What follows belongs to an exercise in optimizing a design on an open flow for small area, a short achievable clock period and few clock cycles per item; a production flow would make more cautious choices.
Only simulation tests tie the RTL to the original design; equivalence was not proved.
No activity file was given, so power comes from the tool's default toggle rates.

run 1:
==> flow/design.v (excerpt) <==
module yuv420_block_csc (
    input  wire        clk,
    input  wire        rst,         
    input  wire        in_valid,
    output wire        in_ready,
    input  wire [31:0] in_y,        
    input  wire [7:0]  in_u,
    input  wire [7:0]  in_v,
    output wire        out_valid,
    input  wire        out_ready,
    output wire [95:0] out_rgb      
);
    reg        rdy;                 
    reg        a_valid;
    reg [31:0] a_y;
    reg [7:0]  a_u, a_v;
    reg        s_valid;
    reg [31:0] s_y;
    reg [7:0]  s_u, s_v;
    reg        p_valid;
    reg [31:0] p_y;
    reg [7:0]  p_dr, p_dg, p_db;    
    reg        p_pr, p_pg, p_pb;    
    reg        b_valid;
    reg [95:0] b_rgb;
    wire b_en = !b_valid || out_ready;
    wire p_en = !p_valid || b_en;
    wire a_en = !a_valid || p_en;
    wire acc  = in_valid && rdy;
    assign in_ready  = rdy;
    assign out_valid = b_valid;
    assign out_rgb   = b_rgb;
    wire s_valid_n = s_valid ? !a_en : (acc && !a_en);
    always @(posedge clk) begin
        if (!s_valid) begin
            s_y <= in_y;
            s_u <= in_u;
            s_v <= in_v;
        end
        if (a_en) begin
            if (s_valid) begin
                a_y <= s_y;
                a_u <= s_u;
                a_v <= s_v;
            end else begin
                a_y <= in_y;
                a_u <= in_u;
  ...
Size in the first run: ~260 flip-flops, roughly 150 I/O pins, ~16,000 sq um of cells after synthesis.
clock: 22.0 ns
lec_check: 0
cap_margin: 20
core_margin: 2
core_utilization: 40
slew_margin: 20
synth_hierarchical: 1
standard.sh (not shown) runs the stock make flow with config.mk's settings and CLKGATE_MAP_FILE= SYNTH_SCRIPT=/design/flow/synth_recipe.tcl, a recipe that flattens the netlist after the stock synthesis.
==> flow/flow/run.sh <==
#!/bin/bash
# Layout flow: the standard ORFS flow, with the port buffers made of
# sky130_fd_sc_hd__buf_2 cells instead of the buffer buffer_ports picks by
# itself (a slow delay cell). Everything else is the standard flow.
set -euo pipefail
cd "$(dirname "$0")/.."
export BUFFER_PORTS_ARGS="-buffer_cell sky130_fd_sc_hd__buf_2"
bash standard.sh > flow_standard.log 2>&1 || { tail -50 flow_standard.log; exit 1; }
tail -5 flow_standard.log
Testbench counts of run 1, summed over its fixed seeds: cycles 16,024, items 16,000.
Relative to run 1, the following input files were edited for run 2:
--- a/flow/flow/run.sh
+++ b/flow/flow/run.sh
@@ -6,4 +6,5 @@
 cd "$(dirname "$0")/.."
 export BUFFER_PORTS_ARGS="-buffer_cell sky130_fd_sc_hd__buf_2"
+export CTS_ARGS="-sink_clustering_enable -repair_clock_nets -dont_use_dummy_load -buf_list sky130_fd_sc_hd__clkbuf_8 -sink_clustering_size 25"
 bash standard.sh > flow_standard.log 2>&1 || { tail -50 flow_standard.log; exit 1; }
 tail -5 flow_standard.log
==> comparison <==
- Min minimum clock period after layout across run 2 and run 1: run 1
- Taking run 1 as the reference, in run 2 global-route wire length before repair comparable; total length of routed wires comparable; switching fraction of total power now larger; final-layout setup total negative slack comparable; met3 capacity usage during global routing comparable.
- Diff run 1 -> run 2: count of clock-buffer cells in the layout went up 6; cell area went down 1.8%; relative contribution of sequential cells to total power went up 2.6 points; via density per instance held.
- Going from run 1 to run 2, the largest clock skew in the final design was found to have gone up by 0.031 ns.
[inputs] run 3 vs run 2
# run 2
export LEC_CHECK = 0
export CAP_MARGIN = 20
export CORE_MARGIN = 2
export CORE_UTILIZATION = 40
export SLEW_MARGIN = 20
export SYNTH_HIERARCHICAL = 1
create_clock -name core_clock -period 22.0 [get_ports {clk}]
# run 3
export LEC_CHECK = 0
export CAP_MARGIN = 20
export CORE_MARGIN = 2
export CORE_UTILIZATION = 40
export CTS_BUF_LIST = sky130_fd_sc_hd__clkbuf_8
export CTS_CLUSTER_SIZE = 25
export SLEW_MARGIN = 20
export SYNTH_HIERARCHICAL = 1
create_clock -name core_clock -period 22.0 [get_ports {clk}]
--- a/flow/flow/run.sh
+++ b/flow/flow/run.sh
@@ -6,5 +6,4 @@
 cd "$(dirname "$0")/.."
 export BUFFER_PORTS_ARGS="-buffer_cell sky130_fd_sc_hd__buf_2"
-export CTS_ARGS="-sink_clustering_enable -repair_clock_nets -dont_use_dummy_load -buf_list sky130_fd_sc_hd__clkbuf_8 -sink_clustering_size 25"
 bash standard.sh > flow_standard.log 2>&1 || { tail -50 flow_standard.log; exit 1; }
 tail -5 flow_standard.log
==> run notes <==
Comparing run 3 with run 2, the global-route total usage across every layer came out essentially unchanged. Across both runs, per-cell routed wire length was lower for run 3 than for run 2. Looking at area of all placed cells without fillers, run 3 sits about 1.7% higher than run 2 does.
Modified inputs, run 4 compared to run 3
# run 3
export LEC_CHECK = 0
export CAP_MARGIN = 20
export CORE_MARGIN = 2
export CORE_UTILIZATION = 40
export CTS_BUF_LIST = sky130_fd_sc_hd__clkbuf_8
export CTS_CLUSTER_SIZE = 25
export SLEW_MARGIN = 20
export SYNTH_HIERARCHICAL = 1
create_clock -name core_clock -period 22.0 [get_ports {clk}]
# run 4
export LEC_CHECK = 0
export CAP_MARGIN = 20
export CORE_MARGIN = 2
export CORE_UTILIZATION = 40
export SLEW_MARGIN = 20
export SYNTH_HIERARCHICAL = 1
create_clock -name core_clock -period 22.0 [get_ports {clk}]
--- a/flow/flow/run.sh
+++ b/flow/flow/run.sh
@@ -6,4 +6,5 @@
 cd "$(dirname "$0")/.."
 export BUFFER_PORTS_ARGS="-buffer_cell sky130_fd_sc_hd__buf_2"
+export CTS_ARGS="-sink_clustering_enable -repair_clock_nets -dont_use_dummy_load"
 bash standard.sh > flow_standard.log 2>&1 || { tail -50 flow_standard.log; exit 1; }
 tail -5 flow_standard.log
==> comparison <==
- Pin count of the biggest net entering global routing came out exactly the same in run 3 and run 4.
- Relative to run 3, number of vias per cell after detailed routing increased by about 1.2% in run 4.
- Total power, run 3 and run 4: higher on run 3
- Fmax (higher): run 4
- Run 3 and run 4 ended up with nearly the same non-clock buffering overhead in the final layout.
- Utilization run 3 -> run 4: down

==> separate check: timing with driven ports <==
No port has a modelled driver above. Below, the same layouts with a new extraction and two added sets of constraints.
Step 1 assumes that a clkbuf_16 drives the clock port and a buf_2 every other input.
Step 2, shift: input delay + t, output delay - t, t = (earliest + latest rising clock arrival at the registers) / 2. This alone moves slack from input paths to output paths.
Three values: no drivers, after step 1, after step 2; two values: the first two.
| run | t (ns) | slack for setup (ns) | slew at the worst register clock pin (ns) | cell pins on the clock port's net |
|---|---|---|---|---|
| run 1 | 0.572 | 16.455 / 16.412 / 15.970 | 0.07 / 0.07 | 1 |
| run 2 | 0.574 | 16.430 / 16.392 / 15.936 | 0.06 / 0.06 | 1 |
| run 3 | 0.599 | 16.440 / 16.394 / 15.943 | 0.07 / 0.07 | 1 |
| run 4 | 0.552 | 16.473 / 16.431 / 15.952 | 0.06 / 0.06 | 1 |
After both steps every run listed still meets setup and hold. For run 4, which loses most, drivers alone change the setup slack by -0.042 ns; drivers and shift together by -0.521 ns.
